What follows belongs to an exercise in optimizing a design on an open flow for small area, a short achievable clock period and few clock cycles; a production flow would make more cautious choices.
The RTL was checked by simulation tests, not by an equivalence proof against the original design.
Power figures rest on the tool's default switching activity, not on a simulated workload.

$ cat design/flow/design.v
module brainshift_core (
    input  wire        clk,
    input  wire        rst,
    input  wire [16:0] cfg_mem_size,
    input  wire [16:0] cfg_prog_len,
    output wire [15:0] prog_addr,
    input  wire [7:0]  prog_data,
    output reg         out_valid,
    output wire [7:0]  out_data,
    output wire        in_req,
    input  wire        in_valid,
    input  wire [7:0]  in_data,
    output wire        halted,
    output reg  [2:0]  fault_code,
    output wire [15:0] fault_pc,
    input  wire [15:0] mem_rd_addr,
    output wire [7:0]  mem_rd_data
);
    localparam TW = 10;         
    localparam NL = 6;          
    localparam NB = 4;          
    localparam [3:0] S_RUN  = 4'd0,  S_EX2  = 4'd1,  S_DIV2 = 4'd2,  S_RET2 = 4'd3,
                     S_SCF  = 4'd4,  S_SCB  = 4'd5,  S_OPER = 4'd6,  S_PASS = 4'd7,
                     S_LINE = 4'd8,  S_CW   = 4'd9,  S_CL   = 4'd10, S_CO   = 4'd11,
                     S_CT   = 4'd12, S_NXL  = 4'd13, S_FIX  = 4'd14, S_HALT = 4'd15;
    reg [3:0]  state;
    reg [6:0]  memsz;
    reg [15:0] plen;
    reg        cfg_bad;
    reg        plen_ok;           
    reg [15:0] pa;              
    reg [15:0] ipc;             
    reg [5:0]  dp;
    reg [6:0]  sp;
    reg [7:0]  op_reg;
    reg        is_call;
    reg        rdy;             
    reg [7:0]  me [0:31];
    reg [7:0]  mo [0:31];
    reg [4:0]  dq;              
    reg [7:0]  drem;            
    reg        dph;             
    reg [7:0]  acc, acc1;       
    reg [4:0]  eix, oix;        
    reg        rodd;            
    reg        xodd, yodd;      
    reg        xy_cf;           
    reg        x7, y7;          
    reg        oph;             
    reg [2:0]  oplen;           
    reg [20:0] opname;          
    reg [15:0] nstart, nend;
    reg [15:0] laddr;           
    reg [15:0] lstart;          
    reg        has_colon;
    reg [15:0] r_lp;            
    reg [15:0] r_op;            
    reg [7:0]  r_lb;            
    reg [15:0] r_cpos;          
    reg        found;           
    reg        nm_started;
    reg [2:0]  nlen_all, nlen_com;
    reg        built, ovf;
    reg [2:0]  lcnt;
    reg [1:0]      llen  [0:NL-1];
    reg [20:0]     lname [0:NL-1];
    reg [TW-1:0]   ladr  [0:NL-1];
    reg            lpend [0:NL-1];
    reg            bv [0:NB-1];
    reg [TW-1:0]   bp [0:NB-1];
    reg [TW-1:0]   bq [0:NB-1];
    reg [1:0]      bptr;
    reg            tk_v;
    reg [TW-1:0]   tk_p;
    integer i, j, k, m;
    wire [7:0] pd = prog_data;
    wire       valid = (pa < plen);
    wire       pws   = (pd == 8'h09) || (pd == 8'h0A) || (pd == 8'h0B) ||
                       (pd == 8'h0C) || (pd == 8'h0D) || (pd == 8'h20);
    function is_real;           
        input [7:0] c;
        begin
            case (c)
                8'h3E, 8'h3C, 8'h2B, 8'h2D, 8'h30, 8'h2E, 8'h2C, 8'h7E, 8'h21,
                8'h23, 8'h40, 8'h26, 8'h7C, 8'h5E, 8'h41, 8'h4D, 8'h53, 8'h44,
                8'h25, 8'h5B, 8'h5D, 8'h4A, 8'h43, 8'h52, 8'h3B: is_real = 1'b1;
                default: is_real = 1'b0;
            endcase
        end
    endfunction
    wire [7:0] ev   = me[eix];
    wire [7:0] ovv  = mo[oix];
    wire [7:0] p_lo = rodd ? ovv : ev;       
    wire [7:0] p_hi = rodd ? ev  : ovv;      
    wire [7:0] a    = acc;
    wire [7:0] bb   = acc1;
    reg  [7:0] hrd;
    always @(*) begin
        hrd = 8'd0;
        for (m = 0; m < 32; m = m + 1) begin
            if (mem_rd_addr[5:0] == 2 * m)     hrd = hrd | me[m];
            if (mem_rd_addr[5:0] == 2 * m + 1) hrd = hrd | mo[m];
        end
    end
    assign out_data = acc;
    assign mem_rd_data = (mem_rd_addr[15:6] == 10'd0 && {1'b0, mem_rd_addr[5:0]} < memsz) ? hrd : 8'd0;
    wire [15:0] ret_a  = {p_lo, p_hi};
    wire        ret_sk = (ret_a + 16'd1 < plen) && !is_real(pd);
    assign prog_addr   = (state == S_CW || state == S_CL || state == S_CT) ? r_lp :
                         (state == S_CO) ? r_op : (state == S_RET2) ? ret_a : pa;
    assign halted      = (state == S_HALT);
    assign fault_pc    = (fault_code != 3'd0 && fault_code != 3'd5) ? ipc : 16'd0;
    wire op_sk    = !oph && valid && (pd == 8'h20 || pd == 8'h09);
    wire op_star  = !oph && valid && (pd == 8'h2A);
    wire op_chr   = valid && !pws;                  
    wire oph_done = !op_sk && !op_star && !op_chr;
    wire fast_ok  = plen_ok && (oplen != 3'd4);
    wire       exec  = ((state == S_RUN) && valid && !cfg_bad && dp[5:1] != 5'd3) ||
                       (state == S_EX2);
    wire [7:0] xo    = (state == S_EX2) ? op_reg : pd;
    wire       two   = (xo == 8'h26) || (xo == 8'h7C) || (xo == 8'h5E) || (xo == 8'h41) ||
                       (xo == 8'h4D) || (xo == 8'h53) || (xo == 8'h44) || (xo == 8'h25);
    wire       at_top = ({1'b0, dp} == memsz - 7'd1);
    wire       a_zero = (a == 8'd0);
    wire       b_zero = (bb == 8'd0);
    wire   in_take = in_valid && rdy;
    assign in_req  = exec && (xo == 8'h2C) && rdy;
    wire [5:0] ms1  = memsz[5:0] - 6'd1;
    wire [5:0] ms2  = memsz[5:0] - 6'd2;
    wire [5:0] ms3  = memsz[5:0] - 6'd3;
    wire       dz0  = (dp == 6'd0);
    wire       dz1  = (dp == 6'd1);
    wire       dt1  = (dp == ms1);
    wire       dt2  = (dp == ms2);
    wire       dt3  = (dp == ms3);
    wire [5:0] dpm2 = dz0 ? ms2 : dz1 ? ms1 : dp - 6'd2;
    wire [5:0] dpm1 = dz0 ? ms1 : dp - 6'd1;
    wire [5:0] dp1  = dt1 ? 6'd0 : dp + 6'd1;
    wire [5:0] dp2  = dt2 ? 6'd0 : dt1 ? 6'd1 : dp + 6'd2;
    wire [5:0] dp3  = dt3 ? 6'd0 : dt2 ? 6'd1 : dt1 ? 6'd2 : dp + 6'd3;
    wire       x_ok   = exec && !(two && at_top);
    wire       mv_r   = exec && xo == 8'h3E;
    wire       mv_l   = exec && xo == 8'h3C;
    wire [5:0] dp_n   = mv_r ? dp1 : mv_l ? dpm1 : dp;
    wire       go_ret = exec && (xo == 8'h52) && !(sp + 7'd2 > memsz);
    wire       go_fix = mv_l && xy_cf;
    wire [5:0] ra_n   = go_ret ? sp[5:0] : dp_n;
    wire [5:0] x_n    = mv_r ? dp3 : mv_l ? dp1  : dp2;     
    wire [5:0] y_n    = mv_r ? dp  : mv_l ? dpm2 : dpm1;    
    wire       pair_n = go_ret || go_fix;
    wire [7:0] m_x    = (x7 && state == S_RUN) ? pd : (xodd ? ovv : ev);    
    wire [7:0] m_y    = (y7 && state == S_RUN) ? pd : (yodd ? ovv : ev);    
    wire [8:0]  add_r = {1'b0, a} + {1'b0, bb};
    wire [8:0]  sub_r = {1'b0, a} - {1'b0, bb};
    wire [15:0] mul_r = a * bb;
    function [8:0] dstep;       
        input [7:0] r;
        input       bi;
        input [7:0] d;
        reg   [8:0] t;
        reg   [8:0] s;
        begin
            t = {r, bi};
            s = t - {1'b0, d};
            dstep = s[8] ? {1'b0, t[7:0]} : {1'b1, s[7:0]};
        end
    endfunction
    wire       dv_on = (state == S_DIV2);
    wire [7:0] dv_r0 = dv_on ? drem : 8'd0;
    wire [2:0] dv_b  = !dv_on ? {1'b0, a[7:6]} : dph ? a[2:0] : a[5:3];
    wire [8:0] ds1 = dstep(dv_r0,     dv_b[2], bb);
    wire [8:0] ds2 = dstep(ds1[7:0],  dv_b[1], bb);
    wire [8:0] ds3 = dstep(ds2[7:0],  dv_b[0], bb);
    wire [7:0] quo = {dq, ds1[8], ds2[8], ds3[8]};
    wire [7:0] rmd = ds3[7:0];
    wire       dv_last = dv_on && dph;
    reg            hit_f, hit_b;
    reg [TW-1:0]   tq, tp;
    always @(*) begin
        hit_f = 1'b0; hit_b = 1'b0; tq = {TW{1'b0}}; tp = {TW{1'b0}};
        for (j = 0; j < NB; j = j + 1) begin
            if (bv[j] && bp[j] == pa[TW-1:0]) begin hit_f = 1'b1; tq = tq | bq[j]; end
            if (bv[j] && bq[j] == pa[TW-1:0]) begin hit_b = 1'b1; tp = tp | bp[j]; end
        end
    end
    wire ins_scf = (state == S_SCF) && valid && pd == 8'h5D && r_cpos == 16'd1;
    wire ins_scb = (state == S_SCB) && pd == 8'h5B && r_cpos == 16'd1;
    wire ins_tk  = exec && xo == 8'h5D && !a_zero && !hit_b && tk_v;
    wire ins_do  = plen_ok && (ins_scf || ins_scb || ins_tk);
    wire [TW-1:0] ins_p = ins_scf ? ipc[TW-1:0] : ins_scb ? pa[TW-1:0] : tk_p;
    wire [TW-1:0] ins_q = ins_scb ? ipc[TW-1:0] : pa[TW-1:0];
    wire        key_pass = (state == S_PASS) && valid;
    wire [2:0]  key_len  = key_pass ? nlen_com : oplen;
    wire [20:0] pname_m  = {(nlen_com > 3'd2) ? r_lb[6:0] : 7'd0,
                            (nlen_com > 3'd1) ? r_op[14:8] : 7'd0,
                            (nlen_com > 3'd0) ? r_op[6:0] : 7'd0};
    wire [20:0] key_name = key_pass ? pname_m : opname;
    reg  [NL-1:0] lhit;
    reg  [TW-1:0] ltgt;
    always @(*) begin
        ltgt = {TW{1'b0}};
        for (k = 0; k < NL; k = k + 1) begin
            lhit[k] = (lcnt > k) && !key_len[2] && llen[k] == key_len[1:0] && lname[k] == key_name;
            if (lhit[k]) ltgt = ltgt | ladr[k];
        end
    end
    wire l_found = |lhit;
    reg        weA, weB;
    reg [7:0]  wdA, wdB;
    reg        push;
    reg        st_ov, st_ovv, st_dz, st_imr;
    wire [5:0] wa    = push ? (sp[5:0] - 6'd2) : dp;
    wire [5:0] wa1   = wa + 6'd1;
    wire [7:0] ebus  = wa[0] ? wdB : wdA;
    wire [7:0] obus  = wa[0] ? wdA : wdB;
    wire       en6   = (weA && wa == 6'd6) || (weB && wa1 == 6'd6);
    wire       en7   = (weA && wa == 6'd7) || (weB && wa1 == 6'd7);
    wire [7:0] base6 = en6 ? ebus : me[3];
    wire [7:0] m6_next = {base6[7] | st_imr, base6[6:3], base6[2] | st_dz, base6[1],
                          st_ov ? st_ovv : base6[0]};
    wire [7:0] m7_next = (state == S_RUN && valid && !cfg_bad) ? pd : en7 ? obus : mo[3];
    reg        rs_do;           
    reg        rs_found;
    reg [15:0] rs_tgt;
    reg [15:0] rs_end;
    always @(*) begin
        weA = 1'b0; weB = 1'b0; wdA = 8'd0; wdB = 8'd0; push = 1'b0;
        st_ov = 1'b0; st_ovv = 1'b0; st_dz = 1'b0; st_imr = 1'b0;
        if (exec) begin
            if (two && at_top) begin
                st_imr = 1'b1;
            end else begin
                case (xo)
                    8'h2B: begin weA = 1'b1; wdA = a + 8'd1; end
                    8'h2D: begin weA = 1'b1; wdA = a - 8'd1; end
                    8'h30: begin weA = 1'b1; wdA = 8'd0; end
                    8'h2C: begin weA = in_take; wdA = in_data; end
                    8'h7E, 8'h21: begin weA = 1'b1; wdA = ~a; end
                    8'h23: begin weA = 1'b1; wdA = {1'b0, a[7:1]}; end
                    8'h40: begin weA = 1'b1; wdA = {a[6:0], 1'b0}; end
                    8'h26: begin weA = 1'b1; wdA = a & bb; end
                    8'h7C: begin weA = 1'b1; wdA = a | bb; end
                    8'h5E: begin weA = 1'b1; wdA = a ^ bb; end
                    8'h41: begin weA = 1'b1; wdA = add_r[7:0]; st_ov = 1'b1; st_ovv = add_r[8]; end
                    8'h4D: begin weA = 1'b1; wdA = mul_r[7:0]; st_ov = 1'b1; st_ovv = |mul_r[15:8]; end
                    8'h53: begin weA = 1'b1; wdA = sub_r[7:0]; st_ov = 1'b1; st_ovv = sub_r[8]; end
                    8'h44: st_dz = b_zero;
                    default: ;
                endcase
            end
        end else if (dv_last) begin
            weA = 1'b1;
            if (op_reg == 8'h44) begin
                wdA = quo; weB = 1'b1; wdB = rmd;
            end else begin
                wdA = rmd;
            end
        end else if (rs_do && rs_found && is_call && sp >= 7'd18) begin
            push = 1'b1; weA = 1'b1; weB = 1'b1;
            wdA = rs_end[15:8]; wdB = rs_end[7:0];
        end
    end
    always @(*) begin
        rs_do = 1'b0; rs_found = 1'b0; rs_tgt = 16'd0; rs_end = nend;
        if (state == S_OPER && oph_done && fast_ok && built && (l_found || !ovf)) begin
            rs_do = 1'b1; rs_found = l_found; rs_tgt = {{(16-TW){1'b0}}, ltgt}; rs_end = pa;
        end else if (state == S_PASS && !valid && (l_found || !ovf)) begin
            rs_do = 1'b1; rs_found = l_found; rs_tgt = {{(16-TW){1'b0}}, ltgt};
        end else if ((state == S_LINE && !valid && !has_colon) || (state == S_NXL && !valid)) begin
            rs_do = 1'b1; rs_found = found; rs_tgt = opname[15:0];
        end
    end
    genvar g;
    generate
        for (g = 0; g < 32; g = g + 1) begin : gmem
            localparam [5:0] IE = 2 * g, IO = 2 * g + 1;
            wire en_e = (weA && wa == IE) || (weB && wa1 == IE);
            wire en_o = (weA && wa == IO) || (weB && wa1 == IO);
            if (g == 3) begin : gsr
                always @(posedge clk) begin
                    if (rst) begin
                        me[3] <= 8'd0;
                        mo[3] <= 8'd0;
                    end else begin
                        me[3] <= m6_next;
                        mo[3] <= m7_next;
                    end
                end
            end else begin : gw
                always @(posedge clk) begin
                    if (rst || en_e) me[g] <= rst ? 8'd0 : ebus;
                    if (rst || en_o) mo[g] <= rst ? 8'd0 : obus;
                end
            end
        end
    endgenerate
    always @(posedge clk) begin
        dq    <= {dq[1:0], ds1[8], ds2[8], ds3[8]};
        drem  <= ds3[7:0];
        dp    <= dp_n;
        rodd  <= ra_n[0];
        xodd  <= x_n[0];
        yodd  <= y_n[0];
        xy_cf <= (x_n[0] == y_n[0]);
        x7    <= (x_n == 6'd7);
        y7    <= (y_n == 6'd7);
        if (pair_n) begin
            eix <= ra_n[5:1] + {4'd0, ra_n[0]};
            oix <= ra_n[5:1];
        end else begin
            eix <= x_n[0] ? y_n[5:1] : x_n[5:1];
            oix <= x_n[0] ? x_n[5:1] : y_n[5:1];
        end
        if (state == S_FIX) begin
            acc  <= p_lo;
        end else if (mv_r) begin
            acc  <= acc1;
            acc1 <= m_x;
        end else if (mv_l) begin
            acc1 <= acc;
            if (!xy_cf) acc <= m_y;
        end else begin
            acc  <= (dp == 6'd6) ? m6_next : (dp == 6'd7) ? m7_next :
                    (weA && wa == dp) ? wdA : (weB && wa1 == dp) ? wdB : acc;
            acc1 <= (dp1 == 6'd6) ? m6_next : (dp1 == 6'd7) ? m7_next :
                    (weA && wa == dp1) ? wdA : (weB && wa1 == dp1) ? wdB : acc1;
        end
        if (rst) begin
            state     <= S_RUN;
            rdy       <= 1'b0;
            memsz     <= cfg_mem_size[6:0];
            plen      <= cfg_prog_len[15:0];
            cfg_bad   <= (cfg_mem_size < 17'd16) || (cfg_mem_size > 17'd64) ||
                         (cfg_prog_len > 17'd65535);
            plen_ok     <= (cfg_prog_len < 17'd1024);
            pa        <= 16'd0;
            ipc       <= 16'd0;
            dp        <= (cfg_mem_size[6:0] == 7'd16) ? 6'd0 : 6'd16;
            acc       <= 8'd0;
            acc1      <= 8'd0;
            xodd      <= (cfg_mem_size[6:0] == 7'd17);
            yodd      <= 1'b1;
            xy_cf     <= (cfg_mem_size[6:0] == 7'd17);
            x7        <= 1'b0;
            y7        <= 1'b0;
            eix       <= (cfg_mem_size[6:0] == 7'd16) ? 5'd1 : (cfg_mem_size[6:0] == 7'd18) ? 5'd0 : 5'd9;
            oix       <= (cfg_mem_size[6:0] == 7'd17) ? 5'd0 : 5'd7;
            sp        <= cfg_mem_size[6:0];
            op_reg    <= 8'd0;
            is_call   <= 1'b0;
            out_valid <= 1'b0;
            fault_code <= 3'd0;
            built     <= 1'b0;
            ovf       <= 1'b0;
            lcnt      <= 3'd0;
            bptr      <= 2'd0;
            tk_v      <= 1'b0;
            for (i = 0; i < NB; i = i + 1) bv[i] <= 1'b0;
        end else begin
            out_valid <= 1'b0;
            rdy       <= 1'b1;
            case (state)
            S_RUN, S_EX2: begin
                if (state == S_RUN && cfg_bad) begin
                    fault_code <= 3'd5;
                    state      <= S_HALT;
                end else if (state == S_RUN && !valid) begin
                    state <= S_HALT;
                end else if (state == S_RUN && dp[5:1] == 5'd3) begin
                    op_reg <= pd;
                    state  <= S_EX2;
                end else begin
                    state  <= S_RUN;
                    op_reg <= xo;
                    ipc    <= pa;
                    pa     <= pa + 16'd1;
                    if (!(two && at_top)) begin
                        case (xo)
                            8'h3C: if (xy_cf) state <= S_FIX;
                            8'h2E: out_valid <= 1'b1;
                            8'h2C: if (!in_take) begin pa <= pa; state <= state; end
                            8'h44, 8'h25: if (!b_zero) begin pa <= pa; dph <= 1'b0; state <= S_DIV2; end
                            8'h5B: if (a_zero) begin
                                if (hit_f && plen_ok) pa <= {{(16-TW){1'b0}}, tq} + 16'd1;
                                else begin
                                    r_cpos <= 16'd1;
                                    state  <= S_SCF;
                                end
                            end
                            8'h5D: if (!a_zero) begin
                                if (hit_b && plen_ok) pa <= {{(16-TW){1'b0}}, tp} + 16'd1;
                                else if (tk_v && plen_ok) pa <= {{(16-TW){1'b0}}, tk_p} + 16'd1;
                                else if (pa == 16'd0) begin
                                    pa         <= pa;
                                    fault_code <= 3'd2;
                                    state      <= S_HALT;
                                end else begin
                                    pa     <= pa - 16'd1;
                                    r_cpos <= 16'd1;
                                    state  <= S_SCB;
                                end
                            end
                            8'h4A, 8'h43: begin
                                is_call <= (xo == 8'h43);
                                oph     <= 1'b0;
                                oplen   <= 3'd0;
                                opname  <= 21'd0;
                                state   <= S_OPER;
                            end
                            8'h52: begin
                                pa <= pa;
                                if (sp + 7'd2 > memsz) begin
                                    fault_code <= 3'd4;
                                    state      <= S_HALT;
                                end else begin
                                    state <= S_RET2;
                                end
                            end
                            8'h3B: begin pa <= pa; state <= S_HALT; end
                            default: ;
                        endcase
                    end
                end
            end
            S_FIX: state <= S_RUN;
            S_DIV2: begin
                dph <= 1'b1;
                if (dv_last) begin
                    pa    <= pa + 16'd1;
                    state <= S_RUN;
                end
            end
            S_RET2: begin
                pa    <= ret_sk ? ret_a + 16'd1 : ret_a;
                sp    <= sp + 7'd2;
                state <= S_RUN;
            end
            S_SCF: begin
                if (!valid) begin
                    fault_code <= 3'd2;
                    state      <= S_HALT;
                end else begin
                    if (pd == 8'h5B) r_cpos <= r_cpos + 16'd1;
                    if (pd == 8'h5D) begin
                        r_cpos <= r_cpos - 16'd1;
                        if (r_cpos == 16'd1) state <= S_RUN;
                    end
                    pa <= pa + 16'd1;
                end
            end
            S_SCB: begin
                if (pd == 8'h5D) r_cpos <= r_cpos + 16'd1;
                if (pd == 8'h5B && r_cpos == 16'd1) begin
                    pa    <= pa + 16'd1;
                    state <= S_RUN;
                end else if (pa == 16'd0) begin
                    fault_code <= 3'd2;
                    state      <= S_HALT;
                end else begin
                    if (pd == 8'h5B) r_cpos <= r_cpos - 16'd1;
                    pa <= pa - 16'd1;
                end
            end
            S_OPER: begin
                if (op_sk) begin
                    pa <= pa + 16'd1;
                end else if (op_star) begin
                    pa     <= pa + 16'd1;
                    oph    <= 1'b1;
                    nstart <= pa + 16'd1;
                end else begin
                    oph <= 1'b1;
                    if (!oph) nstart <= pa;
                    if (op_chr) begin
                        if (oplen == 3'd0) opname[6:0]   <= pd[6:0];
                        if (oplen == 3'd1) opname[13:7]  <= pd[6:0];
                        if (oplen == 3'd2) opname[20:14] <= pd[6:0];
                        if (oplen != 3'd4) oplen <= pd[7] ? 3'd4 : oplen + 3'd1;    
                        pa <= pa + 16'd1;
                    end else begin
                        nend <= pa;
                        if (fast_ok && built && (l_found || !ovf)) begin
                        end else if (fast_ok && !built) begin
                            pa         <= 16'd0;
                            laddr      <= 16'd0;
                            lstart     <= 16'd0;
                            has_colon  <= 1'b0;
                            nm_started <= 1'b0;
                            nlen_all   <= 3'd0;
                            nlen_com   <= 3'd0;
                            r_op       <= 16'd0;
                            r_lb       <= 8'd0;
                            found      <= 1'b0;
                            state      <= S_PASS;
                        end else begin
                            pa        <= 16'd0;
                            laddr     <= 16'd0;
                            lstart    <= 16'd0;
                            has_colon <= 1'b0;
                            found     <= 1'b0;
                            state     <= S_LINE;
                        end
                    end
                end
            end
            S_PASS: begin
                if (!valid) begin
                    built <= 1'b1;
                    if (!(l_found || !ovf)) begin
                        pa        <= 16'd0;
                        laddr     <= 16'd0;
                        lstart    <= 16'd0;
                        has_colon <= 1'b0;
                        found     <= 1'b0;
                        state     <= S_LINE;
                    end
                end else begin
                    pa <= pa + 16'd1;
                    if (is_real(pd)) begin
                        found <= 1'b1;
                        r_lp  <= pa;
                        for (i = 0; i < NL; i = i + 1)
                            if (lpend[i]) begin
                                ladr[i]  <= pa[TW-1:0];
                                lpend[i] <= 1'b0;
                            end
                    end
                    if (pd == 8'h0A) begin
                        if (!has_colon) laddr <= laddr + (pa - lstart);
                        lstart     <= pa + 16'd1;
                        has_colon  <= 1'b0;
                        nm_started <= 1'b0;
                        nlen_all   <= 3'd0;
                        nlen_com   <= 3'd0;
                        r_op       <= 16'd0;
                        r_lb       <= 8'd0;
                    end else if (!has_colon) begin
                        if (pd == 8'h3A) begin
                            has_colon <= 1'b1;
                            if (nlen_com != 3'd4) begin
                                if (l_found) begin
                                    for (i = 0; i < NL; i = i + 1)
                                        if (lhit[i]) begin
                                            ladr[i]  <= laddr[TW-1:0];
                                            lpend[i] <= !found || (r_lp < laddr);
                                        end
                                end else if (lcnt == NL) begin
                                    ovf <= 1'b1;
                                end else begin
                                    llen[lcnt]  <= nlen_com[1:0];
                                    lname[lcnt] <= pname_m;
                                    ladr[lcnt]  <= laddr[TW-1:0];
                                    lpend[lcnt] <= !found || (r_lp < laddr);
                                    lcnt        <= lcnt + 3'd1;
                                end
                            end
                        end else if (pws) begin
                            if (nm_started) begin
                                if (nlen_all == 3'd1) r_op[15:8] <= pd;
                                if (nlen_all == 3'd2) r_lb <= pd;
                                if (nlen_all != 3'd4) nlen_all <= nlen_all + 3'd1;
                            end
                        end else begin
                            nm_started <= 1'b1;
                            if (nlen_all == 3'd0) r_op[7:0]  <= pd;
                            if (nlen_all == 3'd1) r_op[15:8] <= pd;
                            if (nlen_all == 3'd2) r_lb <= pd;
                            if (nlen_all != 3'd4) nlen_all <= nlen_all + 3'd1;
                            if (nlen_all == 3'd4 || nlen_com == 3'd4 || pd[7])
                                nlen_com <= 3'd4;       
                            else
                                nlen_com <= nlen_all + 3'd1;
                        end
                    end
                end
            end
            S_LINE: begin
                if (!valid || pd == 8'h0A) begin
                    if (has_colon) begin
                        r_lp  <= lstart;
                        state <= S_CW;
                    end else begin
                        laddr <= laddr + (pa - lstart);
                        if (valid) begin
                            pa        <= pa + 16'd1;
                            lstart    <= pa + 16'd1;
                            has_colon <= 1'b0;
                        end
                    end
                end else begin
                    if (pd == 8'h3A && !has_colon) begin
                        has_colon <= 1'b1;
                        r_cpos    <= pa;
                    end
                    pa <= pa + 16'd1;
                end
            end
            S_CW: begin
                if (r_lp < r_cpos && pws) begin
                    r_lp <= r_lp + 16'd1;
                end else begin
                    r_op  <= nstart;
                    state <= S_CL;
                end
            end
            S_CL: begin
                if (r_op == nend) begin
                    state <= S_CT;
                end else if (r_lp >= r_cpos) begin
                    state <= S_NXL;
                end else begin
                    r_lb  <= pd;
                    r_lp  <= r_lp + 16'd1;
                    state <= S_CO;
                end
            end
            S_CO: begin
                if (pd == r_lb) begin
                    r_op  <= r_op + 16'd1;
                    state <= S_CL;
                end else begin
                    state <= S_NXL;
                end
            end
            S_CT: begin
                if (r_lp == r_cpos) begin
                    found  <= 1'b1;
                    opname[15:0] <= laddr;    
                    state  <= S_NXL;
                end else if (pws) begin
                    r_lp <= r_lp + 16'd1;
                end else begin
                    state <= S_NXL;
                end
            end
            S_NXL: begin
                if (valid) begin
                    pa        <= pa + 16'd1;
                    lstart    <= pa + 16'd1;
                    has_colon <= 1'b0;
                    state     <= S_LINE;
                end
            end
            default: ;
            endcase
            if (ins_do) begin
                bv[bptr] <= 1'b1;
                bp[bptr] <= ins_p;
                bq[bptr] <= ins_q;
                bptr     <= bptr + 2'd1;
            end
            if (exec) begin
                if (xo == 8'h5B) begin
                    tk_v <= !a_zero;
                    tk_p <= pa[TW-1:0];
                end else if (xo == 8'h5D || xo == 8'h4A || xo == 8'h43 || xo == 8'h52) begin
                    tk_v <= 1'b0;
                end
            end
            if (rs_do) begin
                if (!rs_found) begin
                    fault_code <= 3'd1;
                    state      <= S_HALT;
                end else if (is_call && sp < 7'd18) begin
                    fault_code <= 3'd3;
                    state      <= S_HALT;
                end else begin
                    if (is_call) sp <= sp - 7'd2;
                    pa    <= rs_tgt;
                    state <= S_RUN;
                end
            end
        end
    end
endmodule
$ cat design/flow/flow/run.sh
#!/bin/bash
# The standard layout (the standard.sh, unchanged synthesis and steps), with
# repair_timing asked for more setup slack than the clock needs, so that it sizes
# and buffers the critical paths harder. The SDC and clock period are the design's.
set -euo pipefail
export SETUP_SLACK_MARGIN=8
bash standard.sh > standard.log 2>&1
$ cat design/flow/standard.sh
#!/bin/bash
# synth_recipe.tcl (not shown) runs the flow's synth.tcl, then flattens the netlist and writes it again
# the make line also repeats each setting of config.mk as NAME=value (left out here)
make -C /OpenROAD-flow-scripts/flow DESIGN_CONFIG=/design/flow/config.mk WORK_HOME=/design/flow/orfs CLKGATE_MAP_FILE= SYNTH_SCRIPT=/design/flow/synth_recipe.tcl "${@:-finish}"
$ cat design/flow/config.mk
export PLATFORM = sky130hd
export DESIGN_NAME = brainshift_core
export DESIGN_NICKNAME = brainshift_core
export VERILOG_FILES = /design/flow/design.v
export SDC_FILE = /design/flow/constraint.sdc
export NUM_CORES = 4
export LEC_CHECK = 0
export CAP_MARGIN = 20
export CORE_MARGIN = 2
export CORE_UTILIZATION = 40
export SLEW_MARGIN = 20
$ cat design/flow/constraint.sdc
create_clock -name core_clock -period 16.0 [get_ports {clk}]
set_input_delay 3.2000 -clock core_clock [delete_from_list [all_inputs] [get_ports {clk}]]
set_output_delay 3.2000 -clock core_clock [all_outputs]
set_load 0.01 [all_outputs]
==> summary.txt, run 1 <==
----------------------------------------------------
[Clocking]
  Clock latency on the worst-skew pair ... 830 ps
  Clock net sink count ... 1106
  Htree depth ... 4
  Reg clk slew, reported paths ... 50 ps
  Buffer cell driving the clock tree root ... clkbuf_16
  CTS tree ... done
  TritonCTS buffer count ... 134
  CTS hold repair buffers ... 0
  Max Buffers Root-to-Sink ... 3

[Placed design]
  Number of I/O port buffers ... 122
  Routability congestion estimate from global placement ... 1.10
  Post-placement worst setup slack ... 5030 ps
  Half-perimeter wire length after placement ... 286000 um

[Pwr]
  P_int ... 0.00647 W
  Switching Share ... 39.2%
  Part of the power in combinational logic ... 36.1%
  Net Sw Power ... 0.00416 W
  Leakage ... 30.9 nW
  Sequential share of power ... 35.0%
  Power per Cell Area ... 125 mW/mm^2
  Max IR drop VDD ... 0.204 mV
  Share of power burned in the clock network ... 28.9%

[Run status]
  Outcome ... finished clean

[Synth]
  Post-Synthesis Cell Area ... 0.0721 sq mm
  Most common cell in the netlist ... edfxtp_1
  Number of enable flip-flop cells after synthesis ... 975
  Cell taking the most area after synthesis ... edfxtp_1
  Sequential-to-total area share from yosys stat ... 44.2%
  Distinct cell type count after synthesis ... 113
  Cells taking the most area after synthesis ... edfxtp_1 (41%), ha_1 (4.0%), nand3_1 (3.7%)
  Flops & latches, synth ... 1106
  Mapped Nets ... 7811
  Synthesized instance count ... 7455
  Ranking of synthesized cells by instance count ... edfxtp_1 (975), nor2_1 (634), nand3_1 (540), nand2_1 (481), a21oi_1 (434)
  Area share of the largest cell type after synthesis ... 40.6%
  Number of warnings reported in the yosys synthesis log ... 3
  Share of flip-flops with an asynchronous set or reset after synthesis ... 0%
  Syn_area_per_cell ... 9.67 sq um
  Ys flop type ... edfxtp_1

[Worst hold path]
  Class of the most critical hold timing path ... register to register
  Hold path depth ... 0

[Global routing]
  Global Route Usage Sum ... 40.7%
  Number of global-route vias before repair ... 66100
  Antenna violations before repair ... 22
  First-pass GRT wire length ... 530000 um
  Remaining Overflow, GRT ... 0
  Pin count of the biggest net entering global routing ... 84

[Setup path]
  Worst EP arrival ... 5390 ps
  Critical path data required time ... 12800 ps
  Maximum net fanout on the critical path ... 8
  Setup crit start kind ... input pin
  Capturing element type of the critical path ... output port
  Category of the critical setup timing path ... input pin to output port
  Path depth of the worst reg2reg path ... 19

[Timing]
  Fin worst setup slack ... 7410 ps
  Total Neg Setup Slack ... 0 ps
  Worst clock skew ... 29.6 ps
  Slew HR ... 16.0%
  Final hold viol count ... 0
  RSZ-0062 raised after global routing ... yes
  Final setup violation count ... 0
  Total count of max-transition violations in the final report ... 0
  Achievable Freq ... 116 MHz
  Final critical path time including I/O delays and setup ... 8590 ps
  Hold Slack ... 361 ps
  Fin crit share ... 53.7%
  Slew @ Worst Pin ... 1230 ps

[Final layout]
  Synth-to-layout area growth ... 18.2%
  Largest registers in the final layout ... me x256, mo x256, lname x126
  Count of nets after finishing ... 8022
  Share of layout cells above drive strength 1 ... 14.9%
  Number of fillers in the final layout ... 16800

[Run]
  Count of maximum capacitance violations ... 0

[Routing]
  DRC violation count after routing ... 0
  Count of vias placed by the detailed router ... 70300
  DRC violation total after the first TritonRoute iteration ... 11100
  Residual antenna-violating net count after detailed routing ... 0
  WL/cell ... 38.4 um
  TritonRoute pass-1 iters ... 8
  Detailed-route vias per instance ... 6.93
  Total routed wirelength ... 390000 um

[Die]
  Height of the die ... 429 um
  Die W ... 429 um
  Cell Rows ... 155
  Top-Level Pins ... 123
  Core Box Area ... 0.179 sq mm
  Starting Density ... 40.3%
  Die Area ... 0.184 sq mm

----------------------------------------------------
-- final cells by class --
| type | count | area [sq um] | share of cell area (%) |
|---|---|---|---|
| Clock buffer | 164 | 3540 | 4.15 |
| Antenna cell | 12 | 30.0 | 0.0352 |
| Clock inverter | 83 | 774 | 0.908 |
| Timing Repair Buffer | 545 | 5190 | 6.08 |
| Sequential cell | 1106 | 31900 | 37.5 |
| Tap cell | 2355 | 2950 | 3.46 |
| Multi-Input combinational cell | 5562 | 39600 | 46.5 |
| Inverter | 317 | 1200 | 1.41 |
-- metrics by stage --
stage / util [%] / cells / area, sq um / total power, W
CTS: 46.9 / 10100 / 83900 / 0.0103
global placement: 43.0 / 9734 / 76900 / 0.00694
global route: 47.7 / 10100 / 85200 / 0.0109
floorplan: - / 7455 / 72300 / 0.00557
finish: 47.7 / 10100 / 85300 / 0.0106
detailed placement: 43.1 / 9737 / 77100 / 0.00696
-- routing by layer --
layer / part of all wire, % / wire length, um / global-route usage, %
met4: 9.9 / 38500 / 32.0
met1: 36 / 140000 / 50.1
met5: 0.024 / 93 / 0
met2: 42 / 164000 / 60.4
met3: 12 / 46700 / 11.0
-- path summary, 6_finish.rpt --
check	slack (ps)	endpoint	from
min	360	dq[4]$_DFF_P_	dq[1]$_DFF_P_
min reg2reg	360	dq[4]$_DFF_P_	dq[1]$_DFF_P_
max reg2reg	7920	mo[8][3]$_DFFE_PP_	nlen_com[2]$_SDFFCE_PN0P_
max	7410	mem_rd_data[5]	mem_rd_addr[5]
-- critical path, stage by stage --
cell      delay [ps]
buf_12           130
nand2b_4         220
buf_12           140
nor2_1            50
buf_6            160
a22o_1           250
a221oi_2         260
nand4_1          190
nor4_4           560
nor2_2            50
buf_2            150
-- cells by family (layout without fill, tap and decap cells) --
group | Yosys count | in the layout | synth area share [%]
and+or+nand+nor | 2599 | 2604 | 17.9
AOI/OAI and AO/OA | 1976 | 1976 | 19.1
DFF | 1106 | 1106 | 44.2
buffers and inverters | 793 | 1109 | 4.23
xor gates and xnor gates | 486 | 486 | 5.95
adders and majority gates | 287 | 287 | 5.57
muxes | 208 | 209 | 2.99
other | 0 | 12 | 0
-- power by group through the flow --
stage	clock network (W)	registers, W	logic [W]
global route	0.00320	0.00371	0.00398
CTS	0.00308	0.00369	0.00352
floorplan	0	0.00355	0.00202
global placement	0	0.00375	0.00319
finish	0.00307	0.00372	0.00384
detailed placement	0	0.00375	0.00322
-- layout by cell type (no fill, tap or decap), types with 56 or more instances in the layout --
cell	instances
a211oi_1	61
a21oi_1	400
a221oi_1	118
a22o_1	126
a22oi_1	120
a32oi_1	66
and2_1	56
and3_1	62
buf_4	335
clkbuf_16	140
clkdlybuf4s50_1	98
dfxtp_1	111
edfxtp_1	975
ha_1	219
inv_1	291
mux2i_1	150
nand2_1	465
nand2b_1	72
nand3_1	531
nand4_1	180
nor2_1	587
nor2b_1	69
nor3_1	152
nor4_1	94
o211ai_1	80
o21ai_0	311
xnor2_1	302
xor2_1	180
-- timing repair --
action | 4_1_cts | 5_1_grt
pin swaps | 61 | 60
setup endpoints to repair | 1064 | 1046
gates resized for setup | 475 | 197
cloned | 9 | 8
setup buffers | 91 | 39
Testbench counts, summed over its fixed seeds: cycles 178,140.
==> inputs of run 2 (changes only) <==
--- a/design/flow/flow/run.sh
+++ b/design/flow/flow/run.sh
@@ -4,4 +4,4 @@
 # and buffers the critical paths harder. The SDC and clock period are the design's.
 set -euo pipefail
-export SETUP_SLACK_MARGIN=8
+export SETUP_SLACK_MARGIN=7.5
 bash standard.sh > standard.log 2>&1
--- a/design/flow/config.mk
+++ b/design/flow/config.mk
@@ -8,4 +8,4 @@
 export CAP_MARGIN = 20
 export CORE_MARGIN = 2
-export CORE_UTILIZATION = 40
+export CORE_UTILIZATION = 55
 export SLEW_MARGIN = 20
==> run 2 against run 1 <==
Compared with the run above: still clean; via count rose by 3.4%; final area fell by 3.0%; clock power fell by 5%; synthesized cell count did not move; flip-flop and latch count did not move; worst setup slack got worse by 98 ps; combinational power fell by 6.5%; count of clock-buffer cells in the layout fell by 18; maximum frequency fell by 1.1%; wire length fell by 6.5%; total power fell by 3.9%; sequential power barely moved; critical path type is now register to output port.
==> summary.txt, run 2 <==
----------------------------------------------------
[Routing]
  Residual antenna-violating net count after detailed routing ... 0
  WL/cell ... 38.5 um
  Count of vias placed by the detailed router ... 72700
  DRC violation total after the first TritonRoute iteration ... 14700
  Total routed wirelength ... 364000 um
  DRC violation count after routing ... 0
  Detailed-route vias per instance ... 7.69
  TritonRoute pass-1 iters ... 12

[Setup path]
  Buf/Inv on CP ... 3
  Worst EP arrival ... 5490 ps
  Path depth of the worst reg2reg path ... 20
  Standard cell with the maximum stage delay on the critical path ... dfxtp_1
  Total stage count of the critical path ... 13
  R2r endpoint ... mo[25][2]$_DFFE_PP_
  Capturing element type of the critical path ... output port
  Family with the most delay on the worst path ... buffers and inverters
  Worst reg2reg startpoint ... pa[6]$_SDFF_PP0_
  Setup crit start kind ... register
  Critical path cell sequence ... and2_2 -> buf_4 -> and2_2 -> a32oi_1 -> nand3_1 -> nor4_1 -> a21oi_2 -> mux2i_1 -> buf_4 -> a211oi_1 -> a21oi_1 -> a21oi_1 -> clkdlybuf4s50_1
  Maximum net fanout on the critical path ... 50
  Critical path data required time ... 12800 ps
  R2r setup slk ... 7330 ps
  Category of the critical setup timing path ... register to output port
  Critical path's largest stage delay ... 630 ps

[Timing]
  Total count of max-transition violations in the final report ... 0
  Worst clock skew ... 113 ps
  RSZ-0062 raised after global routing ... yes
  Fin crit share ... 54.3%
  Final hold viol count ... 0
  Final critical path time including I/O delays and setup ... 8690 ps
  Achievable Freq ... 115 MHz
  Hold Slack ... 353 ps
  Slew @ Worst Pin ... 1270 ps
  Slew HR ... 14.4%
  Total Neg Setup Slack ... 0 ps
  Final setup violation count ... 0

[Synth]
  Post-Synthesis Cell Area ... 0.0721 sq mm
  Number of enable flip-flop cells after synthesis ... 975
  Sequential-to-total area share from yosys stat ... 44.2%
  Ranking of synthesized cells by instance count ... edfxtp_1 (975), nor2_1 (634), nand3_1 (540), nand2_1 (481), a21oi_1 (434)
  Synthesized instance count ... 7455
  Area share of the largest cell type after synthesis ... 40.6%
  Most common cell in the netlist ... edfxtp_1
  Cells taking the most area after synthesis ... edfxtp_1 (41%), ha_1 (4.0%), nand3_1 (3.7%)
  Mapped Nets ... 7811
  Cell taking the most area after synthesis ... edfxtp_1
  Syn_area_per_cell ... 9.67 sq um
  Flops & latches, synth ... 1106
  Number of warnings reported in the yosys synthesis log ... 3
  Ys flop type ... edfxtp_1
  Share of flip-flops with an asynchronous set or reset after synthesis ... 0%
  Distinct cell type count after synthesis ... 113

[Clocking]
  CTS hold repair buffers ... 0
  Htree depth ... 3
  Reg clk slew, reported paths ... 60 ps
  TritonCTS buffer count ... 120
  Max Buffers Root-to-Sink ... 3
  Buffer cell driving the clock tree root ... clkbuf_16
  Clock net sink count ... 1106
  CTS tree ... done
  Clock latency on the worst-skew pair ... 870 ps

[Worst hold path]
  End point of the most critical hold path ... dq[4]$_DFF_P_
  Class of the most critical hold timing path ... register to register
  Hold path depth ... 0
  Hold wc startpoint ... dq[1]$_DFF_P_

[Placed design]
  Routability congestion estimate from global placement ... 1.14
  Number of I/O port buffers ... 122
  Half-perimeter wire length after placement ... 265000 um

[Final layout]
  Share of layout cells above drive strength 1 ... 12.6%
  Total area of multi-input combinational cells ... 0.0389 sq mm
  Most frequent standard cell in the layout excluding fill and tap cells ... edfxtp_1
  Number of fillers in the final layout ... 10600
  Count of nets after finishing ... 7958
  Synth-to-layout area growth ... 14.6%
  Area occupied by registers ... 0.0319 sq mm
  Largest registers in the final layout ... me x256, mo x256, lname x126
  Commonest cells after routing, fill and taps aside ... edfxtp_1 (975), nor2_1 (584), nand3_1 (534)

[Pwr]
  Leakage ... 30.2 nW
  Power per Cell Area ... 124 mW/mm^2
  Max IR drop VDD ... 0.161 mV

[Die]
  Height of the die ... 366 um
  Die Area ... 0.134 sq mm
  Die W ... 366 um
  Starting Density ... 55.6%
  Core Box Area ... 0.130 sq mm
  Cell Rows ... 132
  Top-Level Pins ... 123

[Global routing]
  Antenna violations before repair ... 17
  Remaining Overflow, GRT ... 0
  Pin count of the biggest net entering global routing ... 77
  Global Route Usage Sum ... 52.3%
  Number of global-route vias before repair ... 66700
  First-pass GRT wire length ... 503000 um

[Run]
  Count of maximum capacitance violations ... 0

[Run status]
  Outcome ... finished clean

----------------------------------------------------
[run 2: cell counts after synthesis]
Identical to the previous run, type by type.
[run 2: through the flow]
stage	worst slack (ps)	instances	utilization, %	power (W)	cell area [sq um]
floorplan	7520	7455	-	0.00555	72100
global placement	4740	9131	58.7	0.00679	76200
detailed placement	4610	9131	58.7	0.00685	76200
CTS	7430	9404	62.7	0.00976	81400
global route	7400	9450	63.7	0.0104	82600
finish	7310	9459	63.7	0.0102	82700
[run 2: logic make-up (layout without fill, tap and decap cells)]
family | Yosys count | after routing | synth area share, %
other | 0 | 9 | 0
buffers and inverters | 793 | 1040 | 4.23
XOR/XNOR | 486 | 486 | 5.95
AND/OR/NAND/NOR | 2599 | 2604 | 17.9
flip-flops | 1106 | 1106 | 44.2
multiplexers | 208 | 209 | 2.99
adder cells (fa/ha/maj) | 287 | 287 | 5.57
AO/OA/AOI/OAI | 1976 | 1976 | 19.1
[run 2: where the power goes]
part,switching (W),internal (W)
clock,0.00131,0.00159
sequential,0.000313,0.00341
combinational,0.00238,0.00121
total,0.00401,0.00621
[run 2: area by class of cell]
type / count / area share (%)
inverter: 317 / 1.45
tap: 1742 / 2.64
antenna: 9 / 0.0272
timing repair buffer: 495 / 5.30
clock buffer: 146 / 3.81
multi-input combinational: 5562 / 47.1
clock inverter: 82 / 1.06
sequential: 1106 / 38.6
[run 2: worst max path at each step]
stage                            from              endpoint  slack (ps)
floorplan                prog_data[7]  acc1[1]$_SDFFE_PP0P_        7520
global placement         prog_data[4]   mo[16][4]$_DFFE_PP_        4740
detailed placement       prog_data[4]   mo[16][4]$_DFFE_PP_        4610
CTS                    mem_rd_addr[1]        mem_rd_data[0]        7430
global route        oix[3]$_SDFF_PP0_          prog_addr[2]        7400
finish              eix[4]$_SDFF_PP0_         prog_addr[11]        7310
[run 2: per-layer routing]
metal,wire [um],part of all wire [%],GRT usage [%]
met2,143000,39,72.6
met3,63300,17,23.7
met5,176,0.048,0
met1,121000,33,63.9
met4,36500,10,38.0
[run 2: repair_timing]
action | CTS | global route
pin swaps | 41 | 62
cloned | 6 | 2
buffers inserted | 39 | 42
setup endpoints to repair | 1049 | 854
resized for setup | 264 | 165
==> inputs of run 3 (changes only) <==
--- a/design/flow/design.v
+++ b/design/flow/design.v
@@ -99,10 +99,10 @@
         hrd = 8'd0;
         for (m = 0; m < 32; m = m + 1) begin
-            if (mem_rd_addr[5:0] == 2 * m)     hrd = hrd | me[m];
-            if (mem_rd_addr[5:0] == 2 * m + 1) hrd = hrd | mo[m];
+            if (mem_rd_addr[5:0] == 2 * m && 2 * m < memsz)         hrd = hrd | me[m];
+            if (mem_rd_addr[5:0] == 2 * m + 1 && 2 * m + 1 < memsz) hrd = hrd | mo[m];
         end
     end
     assign out_data = acc;
-    assign mem_rd_data = (mem_rd_addr[15:6] == 10'd0 && {1'b0, mem_rd_addr[5:0]} < memsz) ? hrd : 8'd0;
+    assign mem_rd_data = (mem_rd_addr[15:6] == 10'd0) ? hrd : 8'd0;
     wire [15:0] ret_a  = {p_lo, p_hi};
     wire        ret_sk = (ret_a + 16'd1 < plen) && !is_real(pd);
--- a/design/flow/flow/run.sh
+++ b/design/flow/flow/run.sh
@@ -4,4 +4,4 @@
 # and buffers the critical paths harder. The SDC and clock period are the design's.
 set -euo pipefail
-export SETUP_SLACK_MARGIN=7.5
+export SETUP_SLACK_MARGIN=8
 bash standard.sh > standard.log 2>&1
--- a/design/flow/config.mk
+++ b/design/flow/config.mk
@@ -8,4 +8,4 @@
 export CAP_MARGIN = 20
 export CORE_MARGIN = 2
-export CORE_UTILIZATION = 55
+export CORE_UTILIZATION = 40
 export SLEW_MARGIN = 20
==> run 3 against run 2 <==
Compared with the run above: clock skew fell by 49 ps; synthesized cell count increased by 1.6%; clock power rose by 9.6%; via count about the same; critical path depth decreased by 2; critical path type is now input pin to output port; critical endpoint is now mem_rd_data[2]; largest power group is now combinational logic.
==> summary.txt, run 3 <==
----------------------------------------------------
[Run status]
  Outcome ... finished clean

[Synth]
  Synthesized instance count ... 7575
  Cell taking the most area after synthesis ... edfxtp_1
  Syn_area_per_cell ... 9.53 sq um
  Share of flip-flops with an asynchronous set or reset after synthesis ... 0%
  Distinct cell type count after synthesis ... 113
  Flops & latches, synth ... 1106
  Ys flop type ... edfxtp_1
  Most common cell in the netlist ... edfxtp_1
  Mapped Nets ... 7932
  Sequential-to-total area share from yosys stat ... 44.2%
  Ranking of synthesized cells by instance count ... edfxtp_1 (975), nand3_1 (643), nor2_1 (592), nand2_1 (552), a21oi_1 (432)
  Number of enable flip-flop cells after synthesis ... 975
  Cells taking the most area after synthesis ... edfxtp_1 (41%), nand3_1 (4.5%), xnor2_1 (4.2%)
  Post-Synthesis Cell Area ... 0.0722 sq mm
  Area share of the largest cell type after synthesis ... 40.6%
  Number of warnings reported in the yosys synthesis log ... 3

[Timing]
  Total Neg Setup Slack ... 0 ps
  Worst clock skew ... 64.6 ps
  Final setup violation count ... 0
  Total count of max-transition violations in the final report ... 0
  Achievable Freq ... 112 MHz
  Slew HR ... 14.3%
  Final hold viol count ... 0
  Slew @ Worst Pin ... 1280 ps
  Final critical path time including I/O delays and setup ... 8960 ps
  RSZ-0062 raised after global routing ... yes
  Fin crit share ... 56.0%

[Final layout]
  Number of fillers in the final layout ... 16700
  Post-layout instance count excluding filler cells ... 10400
  Largest registers in the final layout ... me x256, mo x256, lname x126
  Commonest cells after routing, fill and taps aside ... edfxtp_1 (975), nand3_1 (623), nor2_1 (553)
  Synth-to-layout area growth ... 20.8%
  Share of layout cells above drive strength 1 ... 16.5%
  Count of nets after finishing ... 8270
  Most frequent standard cell in the layout excluding fill and tap cells ... edfxtp_1

[Placed design]
  Half-perimeter wire length after placement ... 307000 um
  Number of I/O port buffers ... 122
  Routability congestion estimate from global placement ... 1.06
  Placed Cells incl. Taps ... 9862

[Global routing]
  Pin count of the biggest net entering global routing ... 65
  Antenna violations before repair ... 20
  Global Route Usage Sum ... 44.3%
  Number of global-route vias before repair ... 67700
  Remaining Overflow, GRT ... 0
  First-pass GRT wire length ... 570000 um

[Die]
  Die Area ... 0.184 sq mm
  Core Box Area ... 0.179 sq mm
  Die W ... 429 um
  Starting Density ... 40.4%
  Height of the die ... 429 um
  Cell Rows ... 155
  Top-Level Pins ... 123

[Routing]
  Count of vias placed by the detailed router ... 72700
  TritonRoute pass-1 iters ... 10
  Top Metal Used ... met5
  Total length of routed met3 wires ... 46700 um
  Residual antenna-violating net count after detailed routing ... 0
  Met2 routed wirelength ... 183000 um
  DRC violation count after routing ... 0
  Detailed-route vias per instance ... 7.00
  Total routed wirelength ... 423000 um
  DRC violation total after the first TritonRoute iteration ... 11700
  Routed met1 length ... 147000 um
  WL/cell ... 40.7 um

[Setup path]
  Worst reg2reg startpoint ... dph$_DFFE_PP_
  Critical path data required time ... 12800 ps
  R2r setup slk ... 7870 ps
  Maximum net fanout on the critical path ... 8
  Setup crit start kind ... input pin
  Capturing element type of the critical path ... output port
  Worst EP arrival ... 5760 ps
  R2r endpoint ... acc1[2]$_SDFFE_PP0P_
  Category of the critical setup timing path ... input pin to output port
  Path depth of the worst reg2reg path ... 39

[Worst hold path]
  Hold wc startpoint ... dq[1]$_DFF_P_
  End point of the most critical hold path ... dq[4]$_DFF_P_
  Class of the most critical hold timing path ... register to register
  Hold path depth ... 0

[Clocking]
  TritonCTS buffer count ... 134
  CTS hold repair buffers ... 0
  Max Buffers Root-to-Sink ... 3
  Reg clk slew, reported paths ... 60 ps
  Buffer cell driving the clock tree root ... clkbuf_16
  Clock latency on the worst-skew pair ... 850 ps
  CTS tree ... done
  Htree depth ... 4
  Clock net sink count ... 1106

[Pwr]
  Power per Cell Area ... 158 mW/mm^2
  Max IR drop VDD ... 0.516 mV
  Leakage ... 31.3 nW

[Run]
  Count of maximum capacitance violations ... 0

----------------------------------------------------
-- run 3: cell families (layout without fill, tap and decap cells) --
kind of cell | after synthesis | in the layout | share of synthesized area, %
AOI/OAI and AO/OA | 2062 | 2062 | 19.7
xor gates and xnor gates | 479 | 479 | 5.81
adders and majority gates | 288 | 288 | 5.58
buffers and inverters | 833 | 1268 | 4.56
DFF | 1106 | 1106 | 44.2
muxes | 144 | 144 | 2.06
other | 0 | 15 | 0
and+or+nand+nor | 2663 | 2677 | 18.1
-- run 3: cell type report --
type / count / area (sq um) / area share [%]
Inverter: 350 / 1320 / 1.52
Clock buffer: 161 / 3480 / 3.99
Clock inverter: 86 / 1010 / 1.16
Tap cell: 2355 / 2950 / 3.38
Multi-Input combinational cell: 5650 / 40100 / 45.9
Antenna cell: 15 / 37.5 / 0.0430
Sequential cell: 1106 / 31900 / 36.6
Timing Repair Buffer: 671 / 6430 / 7.37
-- run 3: report_power, final --
group	switching (W)	total, W	leakage, nW	internal [W]
Sequential	0.000654	0.00424	10.6	0.00359
Combinational	0.00374	0.00638	18.6	0.00264
Clock	0.00139	0.00319	2.14	0.00180
Total	0.00579	0.0138	31.3	0.00802
-- run 3: critical path: stages --
cell      delay [ps]
buf_8            100
nand3b_1         160
buf_12           140
buf_12           110
a211oi_2          50
buf_6            200
a222oi_1         250
nand4_1          720
nor4_4           450
a21oi_4          150
buf_2            190
-- run 3: metal layers --
metal  global-route usage, %  vias up
met3                    10.9     1673
met4                    38.4       16
met5                       0        -
li1                        -    29500
met1                    52.4    35600
met2                    67.4     5922
-- run 3: worst max-delay path by stage --
stage                   start              to  slack (ps)
3_3_place_gp   mem_rd_addr[4]  mem_rd_data[2]        5390
3_5_place_dp   mem_rd_addr[4]  mem_rd_data[2]        5420
2_1_floorplan  mem_rd_addr[4]  mem_rd_data[7]        7950
5_1_grt        mem_rd_addr[5]  mem_rd_data[2]        7050
6_report       mem_rd_addr[5]  mem_rd_data[2]        7040
4_1_cts        mem_rd_addr[2]  mem_rd_data[7]        7440
-- run 3: what timing repair did --
action,4_1_cts,5_1_grt
gates cloned,14,12
pin swaps,120,124
resized for setup,474,214
setup endpoints to repair,1067,1014
buffers inserted,151,93
-- run 3: stage by stage --
stage	worst slack (ps)	hold WS [ps]	total power [W]	area, sq um	util, %
4_1_cts	7440	361	0.0124	85200	47.6
3_5_place_dp	5420	348	0.00863	77300	43.2
2_1_floorplan	7950	326	0.00655	72400	-
3_3_place_gp	5390	340	0.00861	77200	43.2
6_report	7040	367	0.0138	87200	48.8
5_1_grt	7050	372	0.0141	87200	48.8
Testbench counts of run 3, summed over its fixed seeds: cycles 178,140.

separate check: timing with driven ports:
The flow's constraints put no driver on any port. The routed layouts listed below were extracted and timed again, unchanged, in two steps. Step 1 sets driving cells, clkbuf_16 on the clock port and buf_2 on the other inputs (assumed; they add their load-dependent delay and slew). Step 2, shift: input delay + t, output delay - t, t = (earliest + latest rising clock arrival at the registers) / 2. This alone moves slack from input paths to output paths. Slacks: ideal / step 1 / step 2; pairs: ideal / step 1.
run	t, ns	setup slack, ns	worst setup path after step 2	worst slew at a driven data input, ns
run 1	0.901	7.407 / 7.344 / 7.077	input to register	0.18
run 2	0.902	7.309 / 7.219 / 6.664	input to register	0.08
run 3	0.915	7.041 / 6.870 / 6.870	input to output	0.19
After both steps setup and hold are still met in every run listed. For run 2, which loses most, drivers alone change the setup slack by -0.090 ns; drivers and shift together by -0.645 ns.
